This is an optimization exercise on Yosys and OpenROAD, whose aim is small area, not a production implementation.
RTL that was checked went through simulation tests only; none was proved equivalent to the original.
The RTL of run 1 was laid out without a check of its function.
No driver is modelled on the clock port, so clocking that relies on it looks cheaper here than on a real chip.
Power and IR drop assume default switching activity.

==> flow/design.v <==
module byte_escape_encoder (
    input  wire [7:0] v,
    input  wire       code,
    output wire [7:0] out,
    output wire       two
);
    wire hi = (v[7:2] == 6'b011111);
    assign two = hi & (v[1] | v[0]);
    wire [7:0] first = {v[7:2], v[1] | (hi & v[0]), v[0] | (hi & v[1])};
    wire [7:0] second = {3'b001, v[1], ~v[1], ~v[1], ~v[1], v[0]};
    assign out = code ? second : first;
endmodule
module byte_escape_decoder (
    input  wire       esc,
    input  wire [7:0] b,
    output wire       esc_next,
    output wire       out_valid,
    output wire [7:0] out_value
);
    wire hi = (b[7:2] == 6'b011111);
    assign esc_next  = ~esc & hi & b[1] & b[0];
    assign out_valid = esc ? ((b == 8'h2F) | (b[7:1] == 7'b0011000))
                           : ~(hi & b[0]);
    assign out_value = esc ? {6'b011111, b[4], b[0]} : b;
endmodule
module frame_sync_detector (
    input  wire [7:0] rx_data,
    output wire       is_sync,
    output wire       is_cmd
);
    assign is_sync = (rx_data == 8'h7E);
    assign is_cmd  = (rx_data == 8'h80);
endmodule
module renard_framer (
    input  wire [1:0] ph,
    input  wire [7:0] buf_rdata,
    output wire [7:0] tx_data,
    output wire       item_two
);
    wire [7:0] enc;
    byte_escape_encoder u_enc (
        .v    (buf_rdata),
        .code (ph[0]),
        .out  (enc),
        .two  (item_two)
    );
    assign tx_data = ph[1] ? enc : (ph[0] ? 8'h80 : 8'h7E);
endmodule
module renard_codec (
    input  wire        clk,
    input  wire        rst,
    input  wire [31:0] cfg_rate,
    input  wire        cmd_valid,
    output wire        cmd_ready,
    input  wire [1:0]  cmd_op,
    input  wire [9:0]  cmd_n,
    output wire        busy,
    output wire        done,
    output reg  [1:0]  status,
    output wire [9:0]  buf_addr,
    output wire        buf_we,
    output wire [7:0]  buf_wdata,
    input  wire [7:0]  buf_rdata,
    output wire        tx_valid,
    output wire [7:0]  tx_data,
    input  wire        tx_ready,
    input  wire        rx_valid,
    input  wire [7:0]  rx_data,
    output wire        rx_ready,
    output wire        open_valid,
    output wire [31:0] open_rate,
    input  wire        open_ready
);
    localparam [3:0] IDLE    = 4'b0000,
                     IDLE_D  = 4'b0001,    
                     W_SYNC  = 4'b0100,
                     W_CMD   = 4'b0101,
                     W_DATA  = 4'b0110,
                     W_CODE  = 4'b0111,
                     R_HUNT  = 4'b1000,
                     R_AWAIT = 4'b1001,
                     R_DATA  = 4'b1010,
                     R_ESC   = 4'b1011,    
                     I_FILL  = 4'b1100,
                     I_OPEN  = 4'b1101;
    localparam [1:0] ST_OK = 2'd0, ST_FRAMING = 2'd1, ST_INVALID = 2'd2, ST_ILLEGAL = 2'd3;
    reg [3:0]  phase;
    reg [8:0]  idx;       
    reg [9:0]  N;         
    reg        bound;     
    reg [31:0] rate;
    wire idle    = ~phase[3] & ~phase[2];
    wire in_w    = ~phase[3] &  phase[2];
    wire in_r    =  phase[3] & ~phase[2];
    wire in_i    =  phase[3] &  phase[2];
    wire in_fill =  in_i & ~phase[0];
    wire in_open =  in_i &  phase[0];
    wire in_data =  in_r &  phase[1];
    wire esc     =  phase[0];
    reg        step;      
    wire [9:0] idx_sum = {1'b0, idx} + {9'd0, step};
    wire       eq      = (idx_sum == N);
    wire       last    = eq;
    wire       n_zero  = eq;
    wire item_two;
    renard_framer u_framer (
        .ph        (phase[1:0]),
        .buf_rdata (buf_rdata),
        .tx_data   (tx_data),
        .item_two  (item_two)
    );
    wire is_sync, is_cmd;
    frame_sync_detector u_fsd (
        .rx_data (rx_data),
        .is_sync (is_sync),
        .is_cmd  (is_cmd)
    );
    wire       dec_esc_next;
    wire       dec_out_valid;
    wire [7:0] dec_out_value;
    byte_escape_decoder u_dec (
        .esc       (esc),
        .b         (rx_data),
        .esc_next  (dec_esc_next),
        .out_valid (dec_out_valid),
        .out_value (dec_out_value)
    );
    wire store = in_data & rx_valid & dec_out_valid;
    assign cmd_ready  = idle;
    assign busy       = ~idle;
    assign done       = idle & phase[0];
    assign buf_addr   = {1'b0, idx};
    assign buf_we     = ~rst & (in_fill | store);
    assign buf_wdata  = in_r ? dec_out_value : 8'h00;   
    assign tx_valid   = ~rst & in_w;
    assign rx_ready   = ~rst & in_r;
    assign open_valid = ~rst & in_open;
    assign open_rate  = rate;
    wire n_bad = cmd_n[9] & (|cmd_n[8:0]);    
    reg [3:0] phase_n;
    reg [1:0] fin_st;     
    always @(*) begin
        phase_n = phase;
        fin_st  = ST_OK;
        step    = 1'b0;
        casez (phase)
            4'b00??: begin    
                phase_n = IDLE;
                if (cmd_valid) begin
                    phase_n = IDLE_D;
                    fin_st  = ST_ILLEGAL;
                    case (cmd_op)
                        2'd0: begin
                            if (!bound) begin
                                if (n_bad)
                                    fin_st = ST_INVALID;
                                else
                                    phase_n = (cmd_n == 10'd0) ? I_OPEN : I_FILL;
                            end
                        end
                        2'd1: if (bound) phase_n = W_SYNC;
                        2'd2: if (bound) phase_n = R_HUNT;
                        default: ;
                    endcase
                end
            end
            4'b11?0: begin    
                step = 1'b1;
                if (last) phase_n = I_OPEN;
            end
            4'b11?1: begin    
                if (open_ready) phase_n = IDLE_D;
            end
            W_SYNC: if (tx_ready) phase_n = W_CMD;
            W_CMD:  if (tx_ready) phase_n = n_zero ? IDLE_D : W_DATA;
            W_DATA, W_CODE: begin
                if (tx_ready) begin
                    if (item_two & ~phase[0]) begin
                        phase_n = W_CODE;
                    end else begin
                        step    = 1'b1;
                        phase_n = last ? IDLE_D : W_DATA;
                    end
                end
            end
            R_HUNT: if (rx_valid & is_sync) phase_n = R_AWAIT;
            R_AWAIT: begin
                if (rx_valid) begin
                    if (!is_cmd)
                        fin_st = ST_FRAMING;
                    phase_n = (!is_cmd | n_zero) ? IDLE_D : R_DATA;
                end
            end
            default: begin    
                if (rx_valid) begin
                    phase_n = {3'b101, dec_esc_next};
                    if (dec_out_valid) begin
                        step = 1'b1;
                        if (last) phase_n = IDLE_D;
                    end
                end
            end
        endcase
    end
    always @(posedge clk) begin
        if (rst) begin
            phase  <= IDLE;
            bound  <= 1'b0;
            status <= ST_OK;
        end else begin
            phase <= phase_n;
            if (phase_n == IDLE_D)
                status <= fin_st;
            if (idle & cmd_valid & (cmd_op == 2'd0) & ~n_bad)
                bound <= 1'b1;
        end
    end
    always @(posedge clk) begin
        idx <= idle ? 9'd0 : idx_sum[8:0];
        if (!bound)
            N <= cmd_n;
        if (rst)
            rate <= cfg_rate;
    end
endmodule
==> flow/flow/run.sh <==
#!/bin/bash
# Standard ORFS layout with minimum-size port buffers and a lighter clock tree.
set -euo pipefail
export BUFFER_PORTS_ARGS="-buffer_cell sky130_fd_sc_hd__buf_1"
export CTS_ARGS="-sink_clustering_enable -repair_clock_nets -dont_use_dummy_load"
bash standard.sh > standard.log 2>&1
==> flow/standard.sh <==
#!/bin/bash
# synth_recipe.tcl (not shown) runs the flow's synth.tcl, then flattens the netlist and writes it again
# the make line also repeats each setting of config.mk as NAME=value (left out here)
make -C /OpenROAD-flow-scripts/flow DESIGN_CONFIG=/design/flow/config.mk WORK_HOME=/design/flow/orfs CLKGATE_MAP_FILE= SYNTH_SCRIPT=/design/flow/synth_recipe.tcl "${@:-finish}"
==> flow/config.mk <==
export PLATFORM = sky130hd
export DESIGN_NAME = renard_codec
export DESIGN_NICKNAME = renard_codec
export VERILOG_FILES = /design/flow/design.v
export SDC_FILE = /design/flow/constraint.sdc
export NUM_CORES = 4
export LEC_CHECK = 0
export CAP_MARGIN = 20
export CORE_MARGIN = 2
export CORE_UTILIZATION = 40
export PLACE_DENSITY = 0.6
export SLEW_MARGIN = 20
==> flow/constraint.sdc <==
create_clock -name core_clock -period 8.0 [get_ports {clk}]
set_input_delay 1.6000 -clock core_clock [delete_from_list [all_inputs] [get_ports {clk}]]
set_output_delay 1.6000 -clock core_clock [all_outputs]
set_load 0.01 [all_outputs]
==> results of run 1 <==
flip-flops by register name, summed over array words and instances (netlist names):
signal / cells
bound: 1
N: 10
phase: 4
idx: 9
rate: 32
status: 2
stage by stage:
step	hold WS [ps]	cell area, sq um	power, W	utilization	std cells
2_1_floorplan	489.8	2975	0.0004027	-	290
3_3_place_gp	463.3	3528	0.0004402	0.4891	506
3_5_place_dp	479.3	3528	0.0004412	0.4891	506
4_1_cts	494.6	3652	0.0006354	0.5062	515
5_1_grt	542.4	3652	0.0006572	0.5062	515
6_report	483.2	3652	0.0006269	0.5062	515
metal layers:
| layer | routed length [um] | up-vias |
|---|---|---|
| li1 | - | 1304 |
| met1 | 3079 | 1157 |
| met2 | 3438 | 107 |
| met3 | 406 | 16 |
| met4 | 201 | 0 |
| met5 | 0 | - |
worst max path at each step:
| stage | depth (start not counted) | to | slack (ps) | start |
|---|---|---|---|---|
| global route | 14 | status[0]$_SDFFE_PP0N_ | 2970 | rx_data[2] |
| CTS | 14 | status[0]$_SDFFE_PP0N_ | 3240 | buf_rdata[7] |
| detailed placement | 14 | status[0]$_SDFFE_PP0N_ | 2910 | buf_rdata[7] |
| global placement | 14 | status[1]$_SDFFE_PP0N_ | 2990 | buf_rdata[7] |
| finish | 14 | status[0]$_SDFFE_PP0N_ | 3270 | buf_rdata[7] |
| floorplan | 13 | status[1]$_SDFFE_PP0N_ | 3420 | buf_rdata[7] |
final cells by class:
| cell class | count | area [sq um] |
|---|---|---|
| Clock buffer | 9 | 123.9 |
| Fill cell | 717 | 3562 |
| Inverter | 8 | 30.03 |
| Multi-Input combinational cell | 208 | 1285 |
| Sequential cell | 58 | 1582 |
| Tap cell | 99 | 123.9 |
| Timing Repair Buffer | 133 | 508.0 |
Yosys cell counts (2+ instances only):
master / number / area [sq um]
clkinv_1: 2 / 7.510
nand4_1: 2 / 12.51
a21oi_1: 16 / 80.08
dfxtp_1: 16 / 320.3
and2_1: 3 / 18.77
or2_2: 3 / 18.77
nand3b_1: 2 / 15.01
o21ai_0: 13 / 65.06
nor4_1: 3 / 18.77
ha_1: 2 / 25.02
nor2b_1: 12 / 75.07
edfxtp_1: 42 / 1261
or4_1: 2 / 15.01
or2b_2: 2 / 17.52
xor2_1: 7 / 61.31
nand2_1: 24 / 90.09
and3_1: 5 / 31.28
nor3b_1: 2 / 15.01
xnor2_1: 7 / 61.31
nor3_1: 11 / 55.05
o211ai_1: 3 / 22.52
a211oi_1: 2 / 15.01
nand3_1: 9 / 45.04
nor2_1: 36 / 135.1
o22ai_1: 2 / 12.51
nand2b_1: 5 / 31.28
inv_1: 6 / 22.52
buf_4: 2 / 15.01
a31oi_1: 3 / 18.77
mux2i_1: 3 / 30.03
clkbuf_1: 10 / 37.54
worst reg2reg max path, cell delays in order, from the launching register on:
cell	delay, ps
dfxtp_1	650
nor2b_1	360
nand2_1	160
o21ai_0	250
ha_1	210
ha_1	220
and3_4	240
o221ai_2	110
a2111o_1	460
a2111oi_4	500
o2111ai_2	190
a221oi_1	330
cell families (layout without fill, tap and decap cells):
| group | after synthesis | after routing | synth area share |
|---|---|---|---|
| compound gates | 56 | 56 | 0.1329 |
| xor+xnor | 15 | 15 | 0.04878 |
| fa+ha+maj | 2 | 2 | 0.008409 |
| buf+inv | 24 | 150 | 0.03658 |
| flops | 58 | 58 | 0.5315 |
| mux | 4 | 4 | 0.01388 |
| other cells | 1 | 1 | 0.001260 |
| simple gates | 130 | 130 | 0.2267 |
power by group:
| part | internal [W] | switching [W] |
|---|---|---|
| Sequential | 0.000343 | 0.00000788 |
| Clock | 0.0000995 | 0.0000929 |
| Combinational | 0.0000319 | 0.0000518 |
==> impl_metrics.toml, run 1 <==
[synthesis]
syn-cell-area_sq_mm = 0.002975
ys_warn_count = 1
synth-seq-cells = 58
ys_seq_area_frac = 0.5315
syn_nets = 358
async_reset_ff_frac = 0
yosys_most_used_dff = "edfxtp_1"
synth_area_per_cell_sq_um = 10.26
synthCells = 290
synth_edf_count = 42
yosysUniqueCellTypes = 64

[clock_network]
clk_latency_ps = 320
root_buffer = "clkbuf_8"
postCtsSetupRepairBufs = 0
tritoncts = "done"
post_cts_resized = 0
cts.clk_slew.worst_paths_ps = 60
ctsHtreeMaxLevel = 3
hold_buffers = 0
numClockSinks = 58
cts-buffers-inserted = 9
cts_buffer_depth = 2

[global_routing]
grt_max_degree = 45
antenna_found_initial = 0
grt_util_met3 = 0.03772
grt_pass1_vias = 2322
overflow = 0
grtUsageMet2 = 0.2895
grt_pass1_wl_um = 11620
grt.busiest_layer = "met2"
gr-usage-all-layers = 0.1811
grtUsageMet1 = 0.2323

[cells_and_area]
area_growth_pct = 22.75
final_common_cell = "buf_1"
drive_gt1_frac = 0.06731
final_cell_mix = "buf_1, edfxtp_1, nor2_1, nand2_1"
num_antenna_cells = 0
nNetsFinal = 486

[sta]
setup-violations-final = 0
slew_violations = 0
post-route-period-util = 0.5915
skew_ps = 14.17
hold_viol_final = 0
setup_tns_ps = 0
relSlewSlack = 0.5654
period_minus_slack_ps = 4732
fin_ws_ps = 3268
rsz0062_at_grt = "no"
timing.fmax_mhz = 211.3
tightest_slew_ps = 645.9

[die]
die_x_um = 90.25
coreArea_sq_mm = 0.007214
dieArea_sq_mm = 0.008144
die_y_um = 90.25
rows = 31
ios = 133
start_util = 0.4124

[worst_setup_path]
cp_top_family = "compound AO/OA/AOI/OAI gates"
max_stage_delay_ps = 600
critical_path.slowest_cell = "nor4_1"
cp_cell_sequence = "buf_1, nand4b_1, nor4_1, o31ai_1, nand2_1, o21ai_0, ha_1, nand3_1, nor2_1, xor2_1, a2111o_1, a2111oi_4, o2111ai_2, a221oi_1"
worst_ep_required_time_ps = 8230
critPathLaunchType = "input port"
cp-end-kind = "register"
cp_max_fo = 7
cp_num_buf_inv = 1
crit_type = "in2reg"
r2r_end = "status[0]$_SDFFE_PP0N_"
r2r_start = "phase[3]$_SDFF_PP0_"
arrival_ps = 4960
r2r_setup_slack_ps = 4230
r2r_cells = 11

[flow_run]
cap_violations = 0

[route]
wl_per_cell_um = 13.84
remaining_drc_errors = 0
num_vias = 2584
vias_per_cell = 5.017
ant_nets = 0
drtPass1Iterations = 4
wirelength_um = 7126
drtIter0Drc = 80

[place]
dp_slack_ps = 2909
io_buffers = 131
place_congestion = 0.8572
dp_hpwl_um = 5470

[power_and_ir_drop]
p_per_area_mw_per_mm2 = 171.6
peakVddDrop_mv = 0.07686
p_leak_nw = 1.221

[run_status]
outcome = "finished clean"

[hold_path]
hp-class = "reg2reg"
hold_path.startpoint = "status[0]$_SDFFE_PP0N_"
min_delay_path_depth = 2
whs_endpoint = "status[0]$_SDFFE_PP0N_"
==> run 2, diff against run 1 <==
--- a/flow/design.v
+++ b/flow/design.v
@@ -100,3 +100,13 @@
     reg        step;      
-    wire [9:0] idx_sum = {1'b0, idx} + {9'd0, step};
+    wire [9:0] carry;
+    wire [9:0] idx_sum;
+    assign carry[0] = step;
+    genvar gi;
+    generate
+        for (gi = 0; gi < 9; gi = gi + 1) begin : g_inc
+            assign idx_sum[gi]  = idx[gi] ^ carry[gi];
+            assign carry[gi+1]  = idx[gi] & carry[gi];
+        end
+    endgenerate
+    assign idx_sum[9] = carry[9];
     wire       eq      = (idx_sum == N);
==> flow/flow/run.sh (replaced) <==
#!/bin/bash
# Standard ORFS layout with minimum-size port buffers and a single-buffer clock tree.
set -euo pipefail
here=$(pwd)
export BUFFER_PORTS_ARGS="-buffer_cell sky130_fd_sc_hd__buf_1"
export ONE_CLKBUF=sky130_fd_sc_hd__clkbuf_8
export PRE_CTS_TCL=$here/flow/pre_cts.tcl
export CTS_ARGS="-clk_nets clk -sink_clustering_enable -repair_clock_nets -dont_use_dummy_load -buf_list sky130_fd_sc_hd__clkbuf_4"
bash standard.sh > standard.log 2>&1
==> flow/flow/pre_cts.tcl (new file) <==
# One clock buffer at the centre of the registers drives every register clock pin; the
# clock tree synthesis that follows then only sees the port net with a single sink.
set block [ord::get_db_block]
set sx 0
set sy 0
set n 0
foreach inst [$block getInsts] {
  if { [[$inst getMaster] isSequential] } {
    set bb [$inst getBBox]
    set sx [expr {$sx + [$bb xCenter]}]
    set sy [expr {$sy + [$bb yCenter]}]
    incr n
  }
}
set dbu [$block getDbUnitsPerMicron]
set x [expr {double($sx) / $n / $dbu}]
set y [expr {double($sy) / $n / $dbu}]
puts "pre_cts: $n registers, clock buffer at $x $y"
insert_buffer -buffer_cell $::env(ONE_CLKBUF) -net clk -location [list $x $y] -buffer_name clkbuf_regs
==> run 2 against run 1 <==
The flow now stops in 4_1_cts. Area after synthesis is 4.6% lower. Synthesized cell count shrank 16%.
==> impl_metrics.toml, run 2 <==
[synthesis]
synth_area_per_cell_sq_um = 11.64
synth_top_cell_by_area = "edfxtp_1"
yosysMostFrequentCell = "edfxtp_1"
ys_seq_area_frac = 0.5571
synth.top_cells.by_count = "edfxtp_1, nor2_1, dfxtp_1, nor2b_1, xnor2_1"
synth.area.top_cells = "edfxtp_1, dfxtp_1, nor2_1"
async_reset_ff_frac = 0
synth_top_cell_area_share = 0.4442
synth_edf_count = 42
ys_warn_count = 1
syn-cell-area_sq_mm = 0.002839
synth-seq-cells = 58
synthCells = 244
yosys_most_used_dff = "edfxtp_1"
yosysUniqueCellTypes = 59
syn_nets = 319

[die]
die_x_um = 88.25
die_y_um = 88.25
ios = 133
rows = 30
start_util = 0.4156

[run_status]
outcome = "aborted with a tool error"
stop_stage = "4_1_cts"
error_line = "Error: cts.tcl, 6 Invalid method. Must be one of: configure cget -acquire -disown -delete xMin yMin xMax yMax isVia getTechVia getBlockVia getViaXY getViaBoxes getViaL..."

[place]
dp_hpwl_um = 5003
place_congestion = 0.8791
io_buffers = 131
[run 2: cell count changes after synthesis, sizes merged, moves of 5 or more]
| cell | before | now |
|---|---|---|
| a21oi | 16 | 5 |
| clkbuf | 11 | 5 |
| ha | 2 | 9 |
| nand2 | 24 | 10 |
| o21ai | 13 | 8 |
| xor2 | 7 | 1 |
[run 2: cells by family after synthesis]
group                    Yosys count  synth area share
AO/OA/AOI/OAI                     47            0.1300
XOR/XNOR                          12           0.03702
adder cells (fa/ha/maj)            9           0.03967
buffers and inverters             19           0.03834
flip-flops                        58            0.5571
multiplexers                       1          0.003526
other                              1          0.001321
AND/OR/NAND/NOR                   97            0.1930
[run 2: worst max path at each step]
stage	from	slack (ps)	to	cells past startpoint
2_1_floorplan	rx_data[2]	2450	status[1]$_SDFFE_PP0N_	22
3_3_place_gp	rx_data[4]	1900	status[1]$_SDFFE_PP0N_	23
3_5_place_dp	rx_data[4]	1790	status[1]$_SDFFE_PP0N_	23
[run 2: power groups by stage]
stage / clock, W / combinational [W] / sequential (W)
3_5_place_dp: 0 / 0.000101 / 0.000363
3_3_place_gp: 0 / 0.000101 / 0.000362
2_1_floorplan: 0 / 0.0000588 / 0.000364
[run 2: per-stage QoR]
stage | worst slack (ps) | std cells | total power (W) | cell area, sq um
after detailed placement | 1791 | 460 | 0.0004638 | 3377
after global placement | 1904 | 460 | 0.0004630 | 3377
after floorplan | 2454 | 244 | 0.0004228 | 2839
==> run 3, diff against run 2 <==
==> flow/flow/run.sh (replaced) <==
#!/bin/bash
# ORFS layout (the standard.sh) with:
#  - the standard flow's synthesis script, with ABC run on an area-oriented script;
#  - minimum-size (buf_1) port buffers;
#  - the clock distributed by four buffers, one per quarter of the registers (pre_cts.tcl),
#    in place of the clock tree synthesis H-tree.
# Every tool's output goes to the ORFS logs under orfs/logs and to standard.log here.
set -euo pipefail
here=$(pwd)
{ head -n 1 synth_recipe.tcl; cat flow/abc_override.tcl; tail -n +2 synth_recipe.tcl; } > own_synth.tcl
export MY_ABC_SCRIPT=$here/flow/abc_area.abc
export BUFFER_PORTS_ARGS="-buffer_cell sky130_fd_sc_hd__buf_1"
export ONE_CLKBUF=sky130_fd_sc_hd__clkbuf_8
export PRE_CTS_TCL=$here/flow/pre_cts.tcl
export CTS_ARGS="-clk_nets clk -sink_clustering_enable -repair_clock_nets -dont_use_dummy_load -buf_list sky130_fd_sc_hd__clkbuf_8"
bash standard.sh SYNTH_SCRIPT=$here/own_synth.tcl finish > standard.log 2>&1
==> flow/flow/abc_area.abc (new file) <==
strash; &get -n; &fraig -x; &put; scorr; dc2; strash; &get -n; &dch -f; &nf -R 1000; &put
==> flow/flow/abc_override.tcl (new file) <==
# Replaces ORFS's ABC call: same liberty and don't-use cells, but an area-oriented script
# (flow/abc_area.abc) instead of the delay-driven one; registers are not passed to ABC.
proc abc {args} {
  set out {}
  set skip 0
  foreach a $args {
    if {$skip} { set skip 0; continue }
    if {$a in {-script -D -constr}} { set skip 1; continue }
    lappend out $a
  }
  yosys abc {*}$out -script $::env(MY_ABC_SCRIPT)
}
==> flow/flow/pre_cts.tcl (replaced) <==
# Clock distribution without a tree: the registers are split into four groups by position
# (halves by x, then halves by y), and one clock buffer at the centre of each group drives
# that group's clock pins. The clock port then feeds only the four buffers.
set block [ord::get_db_block]
set dbu [$block getDbUnitsPerMicron]
set items {}
foreach pin [get_pins -of_objects [get_nets clk]] {
  if { [get_property $pin direction] ne "input" } { continue }
  set iname [get_full_name [get_cells -of_objects $pin]]
  set inst [$block findInst [string map {"\[" "\\\[" "\]" "\\\]"} $iname]]
  set bb [$inst getBBox]
  set x [expr {([$bb xMin] + [$bb xMax]) / 2.0 / $dbu}]
  set y [expr {([$bb yMin] + [$bb yMax]) / 2.0 / $dbu}]
  lappend items [list $x $y $pin]
}
proc halves { l key } {
  set s [lsort -real -index $key $l]
  set h [expr {[llength $s] / 2}]
  return [list [lrange $s 0 [expr {$h - 1}]] [lrange $s $h end]]
}
set groups {}
foreach half [halves $items 0] {
  foreach q [halves $half 1] { lappend groups $q }
}
set i 0
foreach g $groups {
  if { [llength $g] == 0 } { continue }
  set sx 0.0
  set sy 0.0
  set pins {}
  foreach it $g {
    set sx [expr {$sx + [lindex $it 0]}]
    set sy [expr {$sy + [lindex $it 1]}]
    lappend pins [lindex $it 2]
  }
  set n [llength $g]
  set cx [expr {$sx / $n}]
  set cy [expr {$sy / $n}]
  puts "pre_cts: group $i, $n clock pins, buffer at $cx $cy"
  insert_buffer -buffer_cell $::env(ONE_CLKBUF) -net clk -load_pins $pins \
    -location [list $cx $cy] -buffer_name clkbuf_grp$i
  incr i
}
==> run 3 against run 2 <==
The run now finishes clean. Synthesized cell count down 5.7%. Area after synthesis down 8.9%.
==> impl_metrics.toml, run 3 <==
[run_status]
outcome = "finished clean"

[die]
rows = 29
ios = 133
die_x_um = 84.41
start_util = 0.4096
coreArea_sq_mm = 0.006314
dieArea_sq_mm = 0.007125
die_y_um = 84.41

[power_and_ir_drop]
p_leak_nw = 1.134
peakVddDrop_mv = 0.1428
p_sw_frac = 0.2346
switching_power_w = 0.0001276
pwr-share-clk = 0.214
power_frac_comb = 0.140
p_per_area_mw_per_mm2 = 167.9
power_frac_seq = 0.647
intPower_w = 0.0004162

[clock_network]
clk_latency_ps = 150
cts.clk_slew.worst_paths_ps = 100
hold_buffers = 0
post_cts_resized = 0
postCtsSetupRepairBufs = 0

[sta]
relSlewSlack = 0.3251
setup_tns_ps = 0
hold_viol_final = 0
fin_ws_ps = 1769
skew_ps = 5.528
timing.fmax_mhz = 160.5
rsz0062_at_grt = "no"
slew_violations = 0
post-route-period-util = 0.7788
tightest_slew_ps = 1012
holdWs_ps = 538.3
setup-violations-final = 0
period_minus_slack_ps = 6231

[worst_setup_path]
r2r_setup_slack_ps = 2730
crit_path_frequent_cell = "ha_1"
critPathLaunchType = "input port"
cp_top_family = "simple AND/OR/NAND/NOR gates"
crit_type = "in2reg"
arrival_ps = 6250
worst_ep_required_time_ps = 8020
max_stage_delay_ps = 360
cp_max_fo = 8
endpoint = "status[0]$_SDFFE_PP0N_"
cp_num_buf_inv = 2
cp-end-kind = "register"
r2r_start = "phase[0]$_SDFF_PP0_"
cp_num_cells = 26
critPathLaunch = "rx_data[4]"
r2r_cells = 25
r2r_end = "status[0]$_SDFFE_PP0N_"
critical_path.slowest_cell = "nor4_1"

[route]
drtIter0Drc = 87
ant_nets = 0
wl_per_cell_um = 13.35
wirelength_um = 5914
drtPass1Iterations = 5
vias_per_cell = 4.977
remaining_drc_errors = 0
num_vias = 2205

[cells_and_area]
fin_area_sq_mm = 0.003238
fillers = 598
final_common_cell = "buf_1"
drive_gt1_frac = 0.01913
num_antenna_cells = 0
regMostFlops = "rate"
final_cells = 443
largest_registers = "rate: 32 flops, N: 10 flops, idx: 9 flops"
area_growth_pct = 25.21
final_cell_mix = "buf_1, edfxtp_1, nor2_1, dfxtp_1, nor2b_1"
largest_register_ffs = 32
nNetsFinal = 443

[synthesis]
yosys_most_used_dff = "edfxtp_1"
syn_nets = 305
async_reset_ff_frac = 0
synth.mux.area_fraction = 0.003870
synthAdderAreaFrac = 0.04354
ys_warn_count = 1
synth-seq-cells = 58
synth_area_per_cell_sq_um = 11.24
syn-cell-area_sq_mm = 0.002586
synth_compound_area_frac = 0.1016
yosysMostFrequentCell = "edfxtp_1"
synth-simple-area-share = 0.1950
synth_top_family_by_area = "simple AND/OR/NAND/NOR gates"
ys_seq_area_frac = 0.6115
synthCells = 230
synth_top_cell_by_area = "edfxtp_1"
synth.top_cells.by_count = "edfxtp_1, nor2_1, dfxtp_1, nor2b_1, nand2_1"
yosysUniqueCellTypes = 40
synth_edf_count = 42
synth_top_cell_area_share = 0.4877
synth.area.top_cells = "edfxtp_1, dfxtp_1, nor2_1"
synth-xor-area-share = 0.02709

[global_routing]
grt_pass1_vias = 1906
gr-usage-all-layers = 0.1555
grt_max_degree = 44
overflow = 0
grt_pass1_wl_um = 9363
antenna_found_initial = 0

[place]
placed_cell_area_sq_mm = 0.003183
io_buffers = 131
placedCellCount = 439
dp_slack_ps = 1558
place_congestion = 0.8674
dp_hpwl_um = 4655

[hold_path]
min_delay_path_depth = 2
hp-class = "reg2reg"

[flow_run]
cap_violations = 0
[run 3: cell types whose count changed after synthesis, sizes merged, moves of 5 or more]
| cell | previous run | this run |
|---|---|---|
| nor2 | 33 | 38 |
| xnor2 | 11 | 5 |
| inv | 7 | 0 |
| buf | 7 | 1 |
| clkbuf | 5 | 0 |
| clkinv | 0 | 9 |
[run 3: metrics by stage]
step,power [W],utilization
6_report,0.0005438,0.5129
5_1_grt,0.0005704,0.5129
4_1_cts,0.0005245,0.5129
3_5_place_dp,0.0004353,0.5042
3_3_place_gp,0.0004349,0.5042
2_1_floorplan,0.0003942,-
[run 3: cell families after synthesis]
logic type	after synthesis
simple gates	103
flops	58
compound gates	40
buf+inv	10
fa+ha+maj	9
xor+xnor	8
other cells	1
mux	1
[run 3: power by group through the flow]
| stage | Combinational (W) | Sequential (W) | Clock (W) |
|---|---|---|---|
| 2_1_floorplan | 0.0000294 | 0.000365 | 0 |
| 3_3_place_gp | 0.0000765 | 0.000358 | 0 |
| 3_5_place_dp | 0.0000767 | 0.000359 | 0 |
| 4_1_cts | 0.0000769 | 0.000359 | 0.0000888 |
| 5_1_grt | 0.0000848 | 0.000354 | 0.000132 |
| 6_report | 0.0000760 | 0.000352 | 0.000116 |
[run 3: worst min-delay path by stage]
stage | from | end
2_1_floorplan | bound$_SDFFE_PP0P_ | bound$_SDFFE_PP0P_
3_3_place_gp | status[0]$_SDFFE_PP0N_ | status[0]$_SDFFE_PP0N_
3_5_place_dp | status[0]$_SDFFE_PP0N_ | status[0]$_SDFFE_PP0N_
4_1_cts | status[0]$_SDFFE_PP0N_ | status[0]$_SDFFE_PP0N_
5_1_grt | status[0]$_SDFFE_PP0N_ | status[0]$_SDFFE_PP0N_
6_report | status[0]$_SDFFE_PP0N_ | status[0]$_SDFFE_PP0N_
[run 3: final cells by class, without the clock buffers]
type / count / area (sq um) / area share
Sequential cell: 58 / 1582 / 0.4884
Timing Repair Buffer: 133 / 508.0 / 0.1569
Multi-Input combinational cell: 162 / 963.4 / 0.2975
Tap cell: 77 / 96.34 / 0.02975
Inverter: 9 / 33.78 / 0.01043
[run 3: routing by layer]
| metal | wire (um) | global-route usage | part of all wire | vias to the layer above |
|---|---|---|---|---|
| li1 | - | - | - | 1118 |
| met1 | 2695 | 0.2369 | 0.46 | 962 |
| met2 | 2587 | 0.2489 | 0.44 | 121 |
| met3 | 602 | 0.02163 | 0.10 | 4 |
| met4 | 29 | 0.01299 | 0.0049 | 0 |
| met5 | 0 | 0 | 0 | - |
[run 3: worst min-delay path: stages (launching register included)]
cell	delay (ps)
dfxtp_1	360
mux2i_1	80
nor2_1	70
==> run 4, diff against run 3 <==
--- a/flow/flow/run.sh
+++ b/flow/flow/run.sh
@@ -14,3 +14,3 @@
 export PRE_CTS_TCL=$here/flow/pre_cts.tcl
-export CTS_ARGS="-clk_nets clk -sink_clustering_enable -repair_clock_nets -dont_use_dummy_load -buf_list sky130_fd_sc_hd__clkbuf_8"
+export CTS_ARGS="-clk_nets clk -sink_clustering_enable -repair_clock_nets -dont_use_dummy_load -buf_list sky130_fd_sc_hd__clkbuf_4"
 bash standard.sh SYNTH_SCRIPT=$here/own_synth.tcl finish > standard.log 2>&1
==> run 4 against run 3 <==
Wire length is 1.0% higher. Critical path depth stayed put. Via count is 1.9% higher. Largest power group unchanged. Global-route usage is 0.64 points higher. Largest cell class unchanged. Clock power is 28% higher. Critical endpoint unchanged. Cell count is 0.90% higher. Register-to-register slack worse by 50 ps. Area after synthesis stayed put. Power is 5.8% higher. Maximum frequency is 3.7% higher. First-iteration DRC count is 14% higher. Die area stayed put.
==> impl_metrics.toml, run 4 <==
[run_status]
outcome = "finished clean"

[sta]
skew_ps = 9.511
hold_viol_final = 0
post-route-period-util = 0.7509
setup-violations-final = 0
period_minus_slack_ps = 6007
slew_violations = 0
rsz0062_at_grt = "no"
timing.fmax_mhz = 166.5
tightest_slew_ps = 1015
relSlewSlack = 0.3235
holdWs_ps = 536.7
setup_tns_ps = 0

[worst_setup_path]
arrival_ps = 6300
crit_type = "in2reg"
cp_max_fo = 8
critPathLaunchType = "input port"
worst_ep_required_time_ps = 8290
cp-end-kind = "register"

[power_and_ir_drop]
peakVddDrop_mv = 0.1506
power_frac_seq = 0.611
intPower_w = 0.0004328
p_per_area_mw_per_mm2 = 176.3
p_leak_nw = 1.148
pwr-share-clk = 0.257
p_sw_frac = 0.2478
power_frac_comb = 0.132
switching_power_w = 0.0001426
power_w = 0.0005754

[synthesis]
synth_top_cell_area_share = 0.4877
synth_top_cell_by_area = "edfxtp_1"
synth.area.top_cells = "edfxtp_1, dfxtp_1, nor2_1"
synthCells = 230
ys_warn_count = 1
synth_area_per_cell_sq_um = 11.24
syn-cell-area_sq_mm = 0.002586
yosys_most_used_dff = "edfxtp_1"
synth.top_cells.by_count = "edfxtp_1, nor2_1, dfxtp_1, nor2b_1, nand2_1"
yosysUniqueCellTypes = 40
synth-seq-cells = 58
async_reset_ff_frac = 0
ys_seq_area_frac = 0.6115
synth_edf_count = 42
syn_nets = 305
yosysMostFrequentCell = "edfxtp_1"

[die]
die_y_um = 84.41
dieArea_sq_mm = 0.007125
rows = 29
start_util = 0.4096
die_x_um = 84.41
ios = 133
coreArea_sq_mm = 0.006314

[global_routing]
grt_pass1_wl_um = 9446
grt_max_degree = 44
antenna_found_initial = 1
gr-usage-all-layers = 0.1620
grt_pass1_vias = 1938
overflow = 0

[clock_network]
post_cts_resized = 0
cts-buffers-inserted = 3
postCtsSetupRepairBufs = 0
clk_latency_ps = 430
cts.clk_slew.worst_paths_ps = 100
tritoncts = "done"
hold_buffers = 0

[cells_and_area]
fin_util = 0.5168
area_growth_pct = 26.17
regMostFlops = "rate"
final_common_cell = "buf_1"
largest_register_ffs = 32
largest_registers = "rate: 32 flops, N: 10 flops, idx: 9 flops"
fin_area_sq_mm = 0.003263
nNetsFinal = 446
final_cell_mix = "buf_1, edfxtp_1, nor2_1, dfxtp_1, nor2b_1"
drive_gt1_frac = 0.02710

[place]
io_buffers = 131
dp_hpwl_um = 4655
placed_cell_area_sq_mm = 0.003183
place_congestion = 0.8674

[route]
vias_per_cell = 5.025
remaining_drc_errors = 0
ant_nets = 0
num_vias = 2246
drtPass1Iterations = 4
wl_per_cell_um = 13.37
wirelength_um = 5975
drtIter0Drc = 99

[flow_run]
cap_violations = 0

[hold_path]
hp-class = "reg2reg"
-- run 4: cell counts after synthesis --
No cell type changed its count.
-- run 4: area by class of cell, without the clock buffers --
cell class	instances	area (sq um)
Tap cell	77	96.34
Timing Repair Buffer	133	508.0
Fill cell	598	3050
Multi-Input combinational cell	162	963.4
Inverter	9	33.78
Antenna cell	1	2.502
Sequential cell	58	1582
-- run 4: final timing paths --
path                                              from                      to  slack (ps)  depth (start not counted)
worst min-delay path            status[1]$_SDFFE_PP0N_  status[1]$_SDFFE_PP0N_         540                          2
worst min register to register  status[1]$_SDFFE_PP0N_  status[1]$_SDFFE_PP0N_         540                          2
worst max register to register     phase[0]$_SDFF_PP0_  status[0]$_SDFFE_PP0N_        2680                         25
worst max-delay path                        rx_data[4]  status[0]$_SDFFE_PP0N_        1990                         26
-- run 4: through the flow --
| stage | worst slack, ps | std cells |
|---|---|---|
| finish | 1993 | 447 |
| global route | 1441 | 447 |
| CTS | 2025 | 446 |
| detailed placement | 1558 | 439 |
| global placement | 1707 | 439 |
| floorplan | 1775 | 230 |
-- run 4: kinds of logic (layout without fill, tap and decap cells) --
family	after synthesis	after routing	synth area share
buffers and inverters	10	149	0.01597
other	1	2	0.001450
muxes	1	1	0.003870
AOI/OAI and AO/OA	40	40	0.1016
xor gates and xnor gates	8	8	0.02709
adders and majority gates	9	9	0.04354
and+or+nand+nor	103	103	0.1950
DFF	58	58	0.6115
-- run 4: power groups by stage --
stage	Sequential, W	Combinational, W	Clock, W
after floorplan	0.000365	0.0000294	0
after global placement	0.000358	0.0000765	0
after detailed placement	0.000359	0.0000767	0
after CTS	0.000352	0.0000769	0.000157
after global routing	0.000354	0.0000848	0.000168
final	0.000352	0.0000761	0.000148
-- run 4: metal layers --
metal  share of wire  wire [um]  GRT usage  vias to the layer above
met1            0.45       2711     0.2369                      989
li1                -          -          -                     1127
met5               0          0          0                        -
met3            0.11        638    0.04228                        4
met2            0.44       2603     0.2489                      126
met4          0.0035         21    0.02742                        0
-- run 4: worst max-delay path, cell delays in order --
cell,delay (ps)
buf_1,180
nand4_1,120
nor2_1,130
nand3_1,80
and3_1,200
a31oi_1,230
o21ai_0,140
ha_1,200
ha_1,180
ha_1,180
ha_1,170
ha_1,200
ha_1,170
and2_0,160
ha_1,180
ha_1,300
xnor2_1,140
nand4_1,100
nor4_1,270
buf_4,200
o21ai_0,110
and3_1,200
nor4_1,380
nand3_1,210
mux2i_1,200
nor2_1,50
==> run 5, diff against run 4 <==
--- a/flow/design.v
+++ b/flow/design.v
@@ -2,11 +2,7 @@
     input  wire [7:0] v,
-    input  wire       code,
-    output wire [7:0] out,
+    output wire       hi,
     output wire       two
 );
-    wire hi = (v[7:2] == 6'b011111);
+    assign hi  = (v[7:2] == 6'b011111);
     assign two = hi & (v[1] | v[0]);
-    wire [7:0] first = {v[7:2], v[1] | (hi & v[0]), v[0] | (hi & v[1])};
-    wire [7:0] second = {3'b001, v[1], ~v[1], ~v[1], ~v[1], v[0]};
-    assign out = code ? second : first;
 endmodule
@@ -39,10 +35,19 @@
 );
-    wire [7:0] enc;
+    wire [7:0] v = buf_rdata;
+    wire       hi;
     byte_escape_encoder u_enc (
-        .v    (buf_rdata),
-        .code (ph[0]),
-        .out  (enc),
+        .v    (v),
+        .hi   (hi),
         .two  (item_two)
     );
-    assign tx_data = ph[1] ? enc : (ph[0] ? 8'h80 : 8'h7E);
+    wire code = ph[0];
+    wire [7:0] item = {v[7],
+                       v[6] & ~code,
+                       v[5],
+                       v[4] & (~code | v[1]),
+                       v[3] & ~(code & v[1]),
+                       v[2] & ~(code & v[1]),
+                       code ? ~v[1] : (v[1] | (hi & v[0])),
+                       v[0] | (~code & hi & v[1])};
+    assign tx_data = ph[1] ? item : (ph[0] ? 8'h80 : 8'h7E);
 endmodule
@@ -88,4 +93,4 @@
     reg [8:0]  idx;       
-    reg [9:0]  N;         
-    reg        bound;     
+    reg [9:0]  N;
+    wire       bound = ~(N[9] & N[0]);
     reg [31:0] rate;
@@ -143,3 +148,3 @@
     assign buf_we     = ~rst & (in_fill | store);
-    assign buf_wdata  = in_r ? dec_out_value : 8'h00;   
+    assign buf_wdata  = phase[2] ? 8'h00 : dec_out_value;   
     assign tx_valid   = ~rst & in_w;
@@ -149,2 +154,3 @@
     wire n_bad = cmd_n[9] & (|cmd_n[8:0]);    
+    wire load_n = idle & cmd_valid & (cmd_op == 2'd0) & ~bound & ~n_bad;
     reg [3:0] phase_n;
@@ -217,3 +223,2 @@
             phase  <= IDLE;
-            bound  <= 1'b0;
             status <= ST_OK;
@@ -223,4 +228,2 @@
                 status <= fin_st;
-            if (idle & cmd_valid & (cmd_op == 2'd0) & ~n_bad)
-                bound <= 1'b1;
         end
@@ -229,4 +232,8 @@
         idx <= idle ? 9'd0 : idx_sum[8:0];
-        if (!bound)
-            N <= cmd_n;
+        if (load_n)
+            N[8:1] <= cmd_n[8:1];
+        if (rst | load_n) begin
+            N[9] <= rst | cmd_n[9];
+            N[0] <= rst | cmd_n[0];
+        end
         if (rst)
--- a/flow/flow/run.sh
+++ b/flow/flow/run.sh
@@ -14,3 +14,3 @@
 export PRE_CTS_TCL=$here/flow/pre_cts.tcl
-export CTS_ARGS="-clk_nets clk -sink_clustering_enable -repair_clock_nets -dont_use_dummy_load -buf_list sky130_fd_sc_hd__clkbuf_4"
+export CTS_ARGS="-clk_nets clk -sink_clustering_enable -repair_clock_nets -dont_use_dummy_load -buf_list sky130_fd_sc_hd__clkbuf_8"
 bash standard.sh SYNTH_SCRIPT=$here/own_synth.tcl finish > standard.log 2>&1
==> run 5 against run 4 <==
Highest routed layer unchanged. Critical path type unchanged. Largest power group unchanged. Maximum frequency fell by 8.8%. Critical path depth grew 2. Power is 5.2% lower. Clock power shrank 22%. Clock skew fell by 6.7 ps. Synthesized cell count up 0.87%. Register-to-register slack lost 330 ps. Area after synthesis is essentially flat. Flip-flop and latch count shrank 1. First-iteration DRC count down 32%. Core utilization shrank 0.30 points.
==> impl_metrics.toml, run 5 <==
[synthesis]
async_reset_ff_frac = 0
synth_edf_count = 42
synthCells = 232
ys_seq_area_frac = 0.6041
synth_area_per_cell_sq_um = 11.14
yosysMostFrequentCell = "edfxtp_1"
synth-seq-cells = 57
synth_top_cell_area_share = 0.4879
synth_top_cell_by_area = "edfxtp_1"
synth.top_cells.by_count = "edfxtp_1, nor2_1, nand2_1, nor2b_1, dfxtp_1"
syn_nets = 307
yosys_most_used_dff = "edfxtp_1"
syn-cell-area_sq_mm = 0.002585
ys_warn_count = 1
yosysUniqueCellTypes = 39
synth.area.top_cells = "edfxtp_1, dfxtp_1, nor2_1"

[cells_and_area]
area_growth_pct = 25.51
drive_gt1_frac = 0.02168
fillers = 581
final_common_cell = "buf_1"
final_cell_mix = "buf_1, edfxtp_1, nor2_1, nand2_1, nor2b_1"
seqCellArea_sq_mm = 0.001562
fin_area_sq_mm = 0.003244
regMostFlops = "rate"
nNetsFinal = 446
num_antenna_cells = 0
largest_register_ffs = 32
largest_registers = "rate: 32 flops, N: 10 flops, idx: 9 flops"
multiInputGateArea_sq_um = 978.4

[clock_network]
clk_latency_ps = 150
hold_buffers = 0
cts.clk_slew.worst_paths_ps = 90
postCtsSetupRepairBufs = 0
post_cts_resized = 0

[route]
wl_per_cell_um = 14.01
num_vias = 2245
wirelength_um = 6249
remaining_drc_errors = 0
drtIter0Drc = 67
drtPass1Iterations = 4
vias_per_cell = 5.034
ant_nets = 0

[worst_setup_path]
critical_path.slowest_cell = "a2111oi_0"
r2r_end = "status[1]$_SDFFE_PP0N_"
worst_ep_required_time_ps = 8080
cp_num_buf_inv = 2
crit_type = "in2reg"
r2r_setup_slack_ps = 2350
max_stage_delay_ps = 390
endpoint = "status[1]$_SDFFE_PP0N_"
r2r_start = "phase[0]$_SDFF_PP0_"
cp-end-kind = "register"
crit_path_frequent_cell = "ha_1"
cp_max_fo = 8
cp_num_cells = 28
critPathLaunchType = "input port"
r2r_cells = 25
critPathLaunch = "rx_data[4]"
cp_top_family = "simple AND/OR/NAND/NOR gates"
arrival_ps = 6670

[power_and_ir_drop]
p_per_area_mw_per_mm2 = 168.1
peakVddDrop_mv = 0.1304
p_leak_nw = 1.157

[hold_path]
hp-class = "reg2reg"

[sta]
rsz0062_at_grt = "no"
skew_ps = 2.846
timing.fmax_mhz = 151.8
post-route-period-util = 0.8236
tightest_slew_ps = 759.8
hold_viol_final = 0
period_minus_slack_ps = 6589
slew_violations = 0
setup-violations-final = 0
setup_tns_ps = 0
relSlewSlack = 0.4927

[global_routing]
antenna_found_initial = 0
grt_pass1_wl_um = 9818
overflow = 0
grt_max_degree = 46
gr-usage-all-layers = 0.1638
grt_pass1_vias = 2075

[place]
io_buffers = 131
place_congestion = 0.9272
placed_cell_area_sq_mm = 0.003189
dp_hpwl_um = 4948

[die]
coreArea_sq_mm = 0.006314
die_y_um = 84.39
dieArea_sq_mm = 0.007122
rows = 29
start_util = 0.4094
die_x_um = 84.39
ios = 133

[flow_run]
cap_violations = 0

[run_status]
outcome = "finished clean"
[run 5: layout make-up, without the clock buffers]
cell class | count | area share
inverters | 10 | 0.01157
well taps | 77 | 0.02970
multi-input cells | 164 | 0.3016
flip-flops and latches | 57 | 0.4813
repair buffers | 134 | 0.1589
[run 5: how the worst min path moves through the flow]
stage,startpoint,to,depth (start not counted)
2_1_floorplan,status[1]$_SDFFE_PP0N_,status[1]$_SDFFE_PP0N_,2
3_3_place_gp,status[1]$_SDFFE_PP0N_,status[1]$_SDFFE_PP0N_,2
4_1_cts,status[1]$_SDFFE_PP0N_,status[1]$_SDFFE_PP0N_,2
6_report,status[1]$_SDFFE_PP0N_,status[1]$_SDFFE_PP0N_,2
5_1_grt,status[1]$_SDFFE_PP0N_,status[1]$_SDFFE_PP0N_,2
3_5_place_dp,status[1]$_SDFFE_PP0N_,status[1]$_SDFFE_PP0N_,2
[run 5: routing by layer]
metal,vias up,global-route usage,share of wire
met1,1003,0.2388,0.45
li1,1114,-,-
met2,119,0.2720,0.44
met3,9,0.01967,0.097
met4,0,0.02165,0.015
met5,-,0,0
[run 5: stage by stage]
stage / util / instances / hold WS, ps / power, W / setup slack, ps
after floorplan: - / 232 / 470.0 / 0.0003916 / 1578
final: 0.5139 / 446 / 466.6 / 0.0005452 / 1411
after global routing: 0.5139 / 446 / 499.5 / 0.0005735 / 840.3
after global placement: 0.5052 / 442 / 448.0 / 0.0004374 / 1422
after detailed placement: 0.5052 / 442 / 456.6 / 0.0004383 / 1250
after CTS: 0.5139 / 446 / 456.6 / 0.0005266 / 1247
[run 5: power breakdown]
group	leakage, nW	switching [W]	internal (W)	total [W]
clock	0.0288	0.0000687	0.0000461	0.000115
combinational	0.604	0.0000539	0.0000313	0.0000852
sequential	0.525	0.0000105	0.000335	0.000345
[run 5: kinds of logic (layout without fill, tap and decap cells)]
logic type / Yosys count / after routing / share of synthesized area
xor gates and xnor gates: 8 / 8 / 0.02711
adders and majority gates: 9 / 9 / 0.04356
buffers and inverters: 11 / 148 / 0.01743
AOI/OAI and AO/OA: 33 / 33 / 0.08325
other: 1 / 1 / 0.001451
DFF: 57 / 57 / 0.6041
muxes: 2 / 2 / 0.007745
and+or+nand+nor: 111 / 111 / 0.2154
[run 5: worst reg2reg max path: cells and delay by family (launching register included)]
family / cells / cell delay, ps
and+or+nand+nor: 7 / 1340
DFF: 1 / 820
AOI/OAI and AO/OA: 8 / 1480
buffers and inverters: 1 / 210
adders and majority gates: 8 / 1580
xor gates and xnor gates: 1 / 150
==> run 6, diff against run 5 <==
==> flow/flow/abc_area.abc (replaced) <==
strash; &get -n; &fraig -x; &put; scorr; dc2; strash; &get -n; &deepsyn -T 20; &dch -f; &nf -R 1000; &put
==> run 6 against run 5 <==
Flip-flop and latch count unchanged. Hold slack better by 46 ps. Wire length down 4.0%. Worst setup slack worse by 69 ps. Core utilization up 1.2 points. Area after synthesis down 2.2%. Critical path depth down 3. Maximum frequency down 1.0%. Clock power about the same. Combinational power up 28%.
==> impl_metrics.toml, run 6 <==
[sta]
skew_ps = 3.403
setup_tns_ps = 0
post-route-period-util = 0.8322
setup-violations-final = 0
period_minus_slack_ps = 6658
relSlewSlack = 0.3448
rsz0062_at_grt = "no"
timing.fmax_mhz = 150.2
slew_violations = 0
tightest_slew_ps = 982.9
hold_viol_final = 0

[synthesis]
synth-xor-area-share = 0.03119
yosysMostFrequentCell = "edfxtp_1"
synth_compound_area_frac = 0.1000
synth_top_cell_by_area = "edfxtp_1"
synthAdderAreaFrac = 0.04455
yosysUniqueCellTypes = 42
synth_edf_count = 42
synth.area.top_cells = "edfxtp_1, dfxtp_1, ha_1"
synth.mux.area_fraction = 0
synth_top_family_by_area = "simple AND/OR/NAND/NOR gates"
synth_top_cell_area_share = 0.4990
synthCells = 218
syn_nets = 293
yosys_most_used_dff = "edfxtp_1"
syn-cell-area_sq_mm = 0.002527
ys_warn_count = 1
synth-seq-cells = 57
synth-simple-area-share = 0.1812
ys_seq_area_frac = 0.6178
async_reset_ff_frac = 0
synth_area_per_cell_sq_um = 11.59
synth.top_cells.by_count = "edfxtp_1, nor2_1, dfxtp_1, clkinv_1, nand2_1"

[cells_and_area]
largest_register_ffs = 32
final_common_cell = "buf_1"
largest_registers = "rate: 32 flops, N: 10 flops, idx: 9 flops"
drive_gt1_frac = 0.01700
nNetsFinal = 430
num_antenna_cells = 0
final_cell_mix = "buf_1, edfxtp_1, nor2_1, dfxtp_1, clkinv_1"
area_growth_pct = 25.40
final_cells = 428
regMostFlops = "rate"

[place]
place_congestion = 0.8912
io_buffers = 131
dp_hpwl_um = 4732
placedCellCount = 424

[worst_setup_path]
max_stage_delay_ps = 570
cp_top_family = "simple AND/OR/NAND/NOR gates"
crit_type = "in2reg"
arrival_ps = 6710
critPathLaunchType = "input port"
cp_max_fo = 5
crit_path_frequent_cell = "ha_1"
cp_num_buf_inv = 1
critical_path.slowest_cell = "nor4_1"
cp-end-kind = "register"
worst_ep_required_time_ps = 8060

[route]
wl_per_cell_um = 14.01
drtIter0Drc = 47
m1WireLength_um = 2606
num_vias = 2148
vias_per_cell = 5.019
wl_met3_um = 509
ant_nets = 0
remaining_drc_errors = 0
dr.max_layer_used = "met4"
wirelength_um = 5997
drtPass1Iterations = 4
dr_wl_met2_um = 2792

[flow_run]
cap_violations = 0

[die]
dieArea_sq_mm = 0.006971
ios = 133
die_y_um = 83.49
die_x_um = 83.49
start_util = 0.4194
rows = 28
coreArea_sq_mm = 0.006026

[global_routing]
gr-usage-all-layers = 0.1578
grt_pass1_wl_um = 9301
overflow = 0
antenna_found_initial = 0
grt_max_degree = 42
grt_pass1_vias = 1938

[power_and_ir_drop]
p_leak_nw = 1.096
peakVddDrop_mv = 0.1370
p_per_area_mw_per_mm2 = 182.0

[clock_network]
post_cts_resized = 0
clk_latency_ps = 150
postCtsSetupRepairBufs = 0
hold_buffers = 0
cts.clk_slew.worst_paths_ps = 90

[run_status]
outcome = "finished clean"

[hold_path]
hp-class = "reg2reg"
-- run 6: cell count changes after synthesis, moves of 3 or more --
cell	delta
nor2b_1	-6
nor2_1	-5
clkinv_1	+4
nand2_1	-4
nand2b_1	-4
nand3_1	-4
o21ai_0	+3
xnor2_1	+3
-- run 6: path summary, 6_finish.rpt --
check | slack, ps | startpoint | cells after the start | to
hold / removal | 510 | status[0]$_SDFFE_PP0N_ | 2 | status[0]$_SDFFE_PP0N_
setup reg to reg | 2150 | phase[0]$_SDFF_PP0_ | 24 | status[0]$_SDFFE_PP0N_
setup / recovery | 1340 | rx_data[4] | 25 | status[0]$_SDFFE_PP0N_
hold reg to reg | 510 | status[0]$_SDFFE_PP0N_ | 2 | status[0]$_SDFFE_PP0N_
-- run 6: power breakdown --
group	switching [W]	leakage (nW)	total (W)	internal [W]
clock	0.0000698	0.0288	0.000116	0.0000461
combinational	0.0000695	0.542	0.000109	0.0000398
sequential	0.0000146	0.525	0.000352	0.000337
total	0.000154	1.10	0.000577	0.000423
-- run 6: kinds of logic after synthesis --
| group | after synthesis |
|---|---|
| AND/OR/NAND/NOR | 90 |
| flip-flops | 57 |
| AO/OA/AOI/OAI | 37 |
| buffers and inverters | 15 |
| XOR/XNOR | 9 |
| adder cells (fa/ha/maj) | 9 |
| other | 1 |
-- run 6: area by class of cell, without the clock buffers --
type,instances,area (sq um)
sequential,57,1562
fill,559,2856
multi-input combinational,146,905.9
tap,75,93.84
timing repair buffer,132,500.5
inverter,14,52.55
-- run 6: routing by layer --
metal  track usage  up-vias
li1              -     1076
met1        0.2173      960
met2        0.2713      104
met3       0.02473        8
met4       0.02199        0
met5             0        -
-- run 6: stage by stage --
step	utilization	hold WS (ps)	power (W)	area [sq um]	worst slack (ps)
floorplan	-	513.1	0.0004129	2527	1895
global placement	0.5168	491.9	0.0004677	3114	1350
detailed placement	0.5168	503.7	0.0004680	3114	1164
CTS	0.5260	503.7	0.0005565	3169	1164
global route	0.5260	548.2	0.0006062	3169	763.2
finish	0.5260	512.8	0.0005770	3169	1342
-- run 6: tightest hold or removal path: cells and delay by family (launching register included) --
kind,cells,cell delay [ps]
simple gates,1,100
compound gates,1,50
flops,1,330
==> run 7, diff against run 6 <==
==> flow/flow/abc_area.abc (replaced) <==
strash; &get -n; &fraig -x; &put; scorr; dc2; strash; &get -n; &deepsyn -J 400 -T 600; &dch -f; &nf -R 1000; &put
==> run 7 against run 6 <==
Sequential share of layout area grew 0.39 points. Register-to-register slack better by 370 ps. Area after synthesis fell by 1.3%. Clock power is essentially flat. Via count increased by 1.4%. Flip-flop and latch count did not move. Still clean on timing, DRC and antenna. Design area shrank 0.79%. Synthesized cell count rose by 0.46%. Die area fell by 1.2%. Global-route usage increased by 0.49 points. Clock skew fell by 2.2 ps.
==> impl_metrics.toml, run 7 <==
[run_status]
outcome = "finished clean"

[route]
ant_nets = 0
remaining_drc_errors = 0
wl_per_cell_um = 13.99
drtIter0Drc = 88
num_vias = 2179
wirelength_um = 6016
drtPass1Iterations = 4
vias_per_cell = 5.067

[clock_network]
clk_latency_ps = 150
hold_buffers = 0
postCtsSetupRepairBufs = 0
cts.clk_slew.worst_paths_ps = 90
post_cts_resized = 0

[worst_setup_path]
cp_num_buf_inv = 2
cp-end-kind = "register"
worst_ep_required_time_ps = 8060
max_stage_delay_ps = 600
r2r_end = "status[1]$_SDFFE_PP0N_"
critical_path.slowest_cell = "nor4b_1"
r2r_start = "phase[0]$_SDFF_PP0_"
cp_num_cells = 26
critPathLaunch = "rx_data[4]"
crit_path_frequent_cell = "ha_1"
r2r_setup_slack_ps = 2520
cp_max_fo = 5
crit_type = "in2reg"
arrival_ps = 6480
cp_top_family = "simple AND/OR/NAND/NOR gates"
endpoint = "status[1]$_SDFFE_PP0N_"
critPathLaunchType = "input port"
r2r_cells = 25

[synthesis]
synth_edf_count = 42
syn_nets = 294
synth.top_cells.by_count = "edfxtp_1, nor2_1, clkinv_1, dfxtp_1, nand2_1"
yosys_most_used_dff = "edfxtp_1"
ys_seq_area_frac = 0.6259
synth-seq-cells = 57
synthCells = 219
synth_top_cell_area_share = 0.5055
yosysUniqueCellTypes = 42
synth.area.top_cells = "edfxtp_1, dfxtp_1, nor2_1"
ys_warn_count = 1
yosysMostFrequentCell = "edfxtp_1"
synth_top_cell_by_area = "edfxtp_1"
synth_area_per_cell_sq_um = 11.39
async_reset_ff_frac = 0
syn-cell-area_sq_mm = 0.002495

[global_routing]
grt_max_degree = 46
antenna_found_initial = 0
grt_pass1_wl_um = 9646
grt_pass1_vias = 2082
overflow = 0
gr-usage-all-layers = 0.1627

[flow_run]
cap_violations = 0

[cells_and_area]
num_antenna_cells = 0
area_growth_pct = 26.03
drive_gt1_frac = 0.01972
seqCellArea_sq_mm = 0.001562
largest_register_ffs = 32
nNetsFinal = 432
largest_registers = "rate: 32 flops, N: 10 flops, idx: 9 flops"
regMostFlops = "rate"
final_cells = 430
fillers = 608
multiInputGateArea_sq_um = 865.8
final_cell_mix = "buf_1, edfxtp_1, nor2_1, clkinv_1, dfxtp_1"
final_common_cell = "buf_1"

[die]
dieArea_sq_mm = 0.006885
start_util = 0.4165
coreArea_sq_mm = 0.005991
ios = 133
die_y_um = 82.98
die_x_um = 82.98
rows = 28

[power_and_ir_drop]
intPower_w = 0.0004118
peakVddDrop_mv = 0.1410
switching_power_w = 0.0001359
p_leak_nw = 1.090
power_frac_seq = 0.629
p_per_area_mw_per_mm2 = 174.2
pwr-share-clk = 0.214
power_frac_comb = 0.156
p_sw_frac = 0.2481

[sta]
tightest_slew_ps = 655.3
slew_violations = 0
setup-violations-final = 0
rsz0062_at_grt = "no"
timing.fmax_mhz = 155.9
skew_ps = 1.238
post-route-period-util = 0.8017
relSlewSlack = 0.5569
period_minus_slack_ps = 6413
setup_tns_ps = 0
hold_viol_final = 0

[hold_path]
hp-class = "reg2reg"

[place]
placedCellCount = 426
io_buffers = 131
place_congestion = 0.9012
dp_hpwl_um = 4716
==> run 7: cell types whose count changed after synthesis, sizes merged, moves of 3 or more <==
cell / previous run / this run
nor2: 27 / 35
a21oi: 8 / 11
nand3: 7 / 4
nor2b: 11 / 8
xnor2: 5 / 2
==> run 7: cell families (layout without fill, tap and decap cells) <==
kind of cell,after synthesis,in the layout,share of synthesized area
adder cells (fa/ha/maj),9,9,0.04514
XOR/XNOR,6,6,0.02106
buffers and inverters,17,153,0.02708
AND/OR/NAND/NOR,87,87,0.1670
AO/OA/AOI/OAI,42,42,0.1123
flip-flops,57,57,0.6259
other,1,1,0.001503
==> run 7: power groups by stage <==
stage               registers [W]  clock network [W]  logic [W]
floorplan                0.000358                  0  0.0000334
global placement         0.000351                  0  0.0000856
detailed placement       0.000352                  0  0.0000855
CTS                      0.000352          0.0000880  0.0000861
global route             0.000347           0.000132  0.0000949
finish                   0.000345           0.000117  0.0000855
==> run 7: worst min-delay path by stage <==
stage,depth (start not counted),endpoint,startpoint,slack [ps]
detailed placement,2,status[0]$_SDFFE_PP0N_,status[0]$_SDFFE_PP0N_,510
finish,2,status[0]$_SDFFE_PP0N_,status[0]$_SDFFE_PP0N_,520
global route,2,status[0]$_SDFFE_PP0N_,status[0]$_SDFFE_PP0N_,530
CTS,2,status[0]$_SDFFE_PP0N_,status[0]$_SDFFE_PP0N_,510
global placement,2,status[0]$_SDFFE_PP0N_,status[0]$_SDFFE_PP0N_,490
floorplan,2,status[0]$_SDFFE_PP0N_,status[0]$_SDFFE_PP0N_,510
==> run 7: worst reg2reg max path, cell delays in order (launching register included) <==
cell      delay (ps)
dfxtp_1          690
clkinv_1         410
nand4_1          160
a21oi_1           60
nand4_1          130
nand2_1          100
o21ai_0          190
ha_1             170
ha_1             140
ha_1             140
ha_1             140
ha_1             180
ha_1             140
and2_0           120
ha_1             140
ha_1             220
clkinv_1          70
o22ai_1           70
nor4_1           250
and4_1           290
nand2b_1         100
nor2b_1          160
nor4_1           360
nor4b_1          600
nor2_1           110
a211oi_1         260
==> run 7: final cells by class, without the clock buffers <==
type                       instances  share of cell area
multi-input combinational        145              0.2754
inverter                          16             0.01910
tap                               75             0.02984
timing repair buffer             133              0.1616
sequential                        57              0.4966
==> run 7: metrics by stage <==
stage / utilization / hold slack (ps) / setup WS, ps / total power (W) / area, sq um
3_3_place_gp: 0.5157 / 490.4 / 1686 / 0.0004367 / 3089
2_1_floorplan: - / 514.9 / 2222 / 0.0003915 / 2495
5_1_grt: 0.5249 / 534.5 / 1177 / 0.0005739 / 3144
4_1_cts: 0.5249 / 509.4 / 1447 / 0.0005257 / 3144
6_report: 0.5249 / 520.8 / 1587 / 0.0005477 / 3144
3_5_place_dp: 0.5157 / 509.4 / 1517 / 0.0004371 / 3089
==> run 7: metal layers <==
metal | GRT usage | vias to the layer above | wire (um)
li1 | - | 1068 | -
met1 | 0.2316 | 975 | 2694
met2 | 0.2683 | 126 | 2672
met3 | 0.02485 | 10 | 546
met4 | 0.02683 | 0 | 103
met5 | 0 | - | 0
==> run 8, diff against run 7 <==
--- a/flow/config.mk
+++ b/flow/config.mk
@@ -7,3 +7,3 @@
 export LEC_CHECK = 0
-export CAP_MARGIN = 20
+export CAP_MARGIN = 0
 export CORE_MARGIN = 2
@@ -11,2 +11,2 @@
 export PLACE_DENSITY = 0.6
-export SLEW_MARGIN = 20
+export SLEW_MARGIN = 0
==> run 8 against run 7 <==
Core utilization unchanged. Still clean. Hold slack unchanged. Maximum frequency unchanged. Critical path depth unchanged. Die area unchanged. Clock skew unchanged. Combinational power about the same. First-iteration DRC count unchanged. Register-to-register slack about the same. Clock power about the same. Worst setup slack unchanged. Largest cell class unchanged. Area after synthesis unchanged.
==> impl_metrics.toml, run 8 <==
[route]
drtPass1Iterations = 4
wl_per_cell_um = 13.99
num_vias = 2179
ant_nets = 0
vias_per_cell = 5.067
drtIter0Drc = 88
wirelength_um = 6016
remaining_drc_errors = 0

[die]
coreArea_sq_mm = 0.005991
dieArea_sq_mm = 0.006885
ios = 133
rows = 28
die_x_um = 82.98
die_y_um = 82.98
start_util = 0.4165

[worst_setup_path]
cp_max_fo = 5
worst_ep_required_time_ps = 8060
critical_path.slowest_cell = "nor4b_1"
cp-end-kind = "register"
crit_path_frequent_cell = "ha_1"
critPathLaunchType = "input port"
crit_type = "in2reg"
max_stage_delay_ps = 600
arrival_ps = 6480

[cells_and_area]
nNetsFinal = 432
regMostFlops = "rate"
final_common_cell = "buf_1"
drive_gt1_frac = 0.01972
largest_registers = "rate: 32 flops, N: 10 flops, idx: 9 flops"
final_cell_mix = "buf_1, edfxtp_1, nor2_1, clkinv_1, dfxtp_1"
area_growth_pct = 26.03
num_antenna_cells = 0
largest_register_ffs = 32

[clock_network]
post_cts_resized = 0
cts.clk_slew.worst_paths_ps = 90
hold_buffers = 0
clk_latency_ps = 150
postCtsSetupRepairBufs = 0

[synthesis]
syn-cell-area_sq_mm = 0.002495
synth.mux.area_fraction = 0
synthCells = 219
yosysMostFrequentCell = "edfxtp_1"
synth_top_family_by_area = "simple AND/OR/NAND/NOR gates"
synth_top_cell_by_area = "edfxtp_1"
yosys_most_used_dff = "edfxtp_1"
synth-simple-area-share = 0.1670
synth_area_per_cell_sq_um = 11.39
synth-xor-area-share = 0.02106
synth.top_cells.by_count = "edfxtp_1, nor2_1, clkinv_1, dfxtp_1, nand2_1"
synthAdderAreaFrac = 0.04514
ys_seq_area_frac = 0.6259
synth_edf_count = 42
ys_warn_count = 1
synth_top_cell_area_share = 0.5055
synth.area.top_cells = "edfxtp_1, dfxtp_1, nor2_1"
yosysUniqueCellTypes = 42
syn_nets = 294
synth-seq-cells = 57
synth_compound_area_frac = 0.1123
async_reset_ff_frac = 0

[global_routing]
antenna_found_initial = 0
gr-usage-all-layers = 0.1627
overflow = 0
grt_pass1_vias = 2082
grt_pass1_wl_um = 9646
grt_max_degree = 46

[run_status]
outcome = "finished clean"

[hold_path]
hp-class = "reg2reg"

[place]
place_congestion = 0.9012
io_buffers = 131
dp_hpwl_um = 4716
dp_slack_ps = 1517

[sta]
fin_ws_ps = 1587
relSlewSlack = 0.5569
timing.fmax_mhz = 155.9
hold_viol_final = 0
tightest_slew_ps = 655.3
slew_violations = 0
setup-violations-final = 0
skew_ps = 1.238
setup_tns_ps = 0
period_minus_slack_ps = 6413
post-route-period-util = 0.8017
rsz0062_at_grt = "no"

[power_and_ir_drop]
p_per_area_mw_per_mm2 = 174.2
p_leak_nw = 1.090
power_w = 0.0005477
peakVddDrop_mv = 0.1410

[flow_run]
cap_violations = 0
[run 8: cell counts after synthesis]
No cell type changed its count.
[run 8: metal layers]
layer / vias up / part of all wire / track usage
li1: 1068 / - / -
met1: 975 / 0.45 / 0.2316
met2: 126 / 0.44 / 0.2683
met3: 10 / 0.091 / 0.02485
met4: 0 / 0.017 / 0.02683
met5: - / 0 / 0
[run 8: report_power, final]
group	switching (W)	internal [W]	leakage (nW)
Clock	0.0000713	0.0000461	0.0288
Combinational	0.0000552	0.0000303	0.537
Sequential	0.00000934	0.000335	0.525
Total	0.000136	0.000412	1.09
[run 8: logic make-up (layout without fill, tap and decap cells)]
family / Yosys count / after routing
xor gates and xnor gates: 6 / 6
and+or+nand+nor: 87 / 87
AOI/OAI and AO/OA: 42 / 42
other: 1 / 1
adders and majority gates: 9 / 9
buffers and inverters: 17 / 153
DFF: 57 / 57
[run 8: layout make-up, without the clock buffers]
class,count,area (sq um)
fill,608,2846
inverter,16,60.06
multi-input combinational,145,865.8
sequential,57,1562
tap,75,93.84
timing repair buffer,133,508.0
[run 8: worst paths after layout]
path / start / endpoint / slack (ps) / cells after the start
setup / recovery: rx_data[4] / status[1]$_SDFFE_PP0N_ / 1590 / 26
hold / removal: status[0]$_SDFFE_PP0N_ / status[0]$_SDFFE_PP0N_ / 520 / 2
setup reg to reg: phase[0]$_SDFF_PP0_ / status[1]$_SDFFE_PP0N_ / 2520 / 25
hold reg to reg: status[0]$_SDFFE_PP0N_ / status[0]$_SDFFE_PP0N_ / 520 / 2
[run 8: critical path: cells and delay by family]
kind / cells / cell delay, ps
simple gates: 11 / 2370
fa+ha+maj: 8 / 1570
compound gates: 5 / 720
buf+inv: 2 / 230
[run 8: metrics by stage]
step / hold WS [ps] / std cells / util / area [sq um]
floorplan: 514.9 / 219 / - / 2495
global placement: 490.4 / 426 / 0.5157 / 3089
detailed placement: 509.4 / 426 / 0.5157 / 3089
CTS: 509.4 / 430 / 0.5249 / 3144
global route: 534.5 / 430 / 0.5249 / 3144
finish: 520.8 / 430 / 0.5249 / 3144

what the ideal ports hide:
No port has a modelled driver above. Below, the same layouts with a new extraction and two added sets of constraints. Step 1 assumes that a clkbuf_16 drives the clock port and a buf_2 every other input. Step 2 moves the port delays by t, midway between the first and last clock arrival at a register: inputs arrive t later, outputs are due t later. That takes back most of the time a late clock gives input paths. a / b / c = no drivers / after step 1 / after step 2; a / b = the first two.
run	t, ns	slack for setup (ns)	latest minus earliest clock arrival (ns)	worst data-port slew with drivers (ns)
run 1	0.350	3.268 / 3.271 / 2.921	0.019 / 0.018	0.05
run 3	0.200	1.769 / 1.800 / 1.601	0.015 / 0.015	0.04
run 4	0.445	1.993 / 1.995 / 1.550	0.020 / 0.019	0.04
run 5	0.202	1.411 / 1.447 / 1.245	0.007 / 0.006	0.04
run 6	0.202	1.342 / 1.377 / 1.176	0.012 / 0.013	0.04
run 7	0.206	1.587 / 1.623 / 1.417	0.010 / 0.010	0.04
run 8	0.206	1.587 / 1.623 / 1.417	0.010 / 0.010	0.04
After both steps every run listed still meets setup and hold. The setup slack of run 4, which loses most, moves by +0.002 ns with the drivers and by -0.443 ns with both steps.
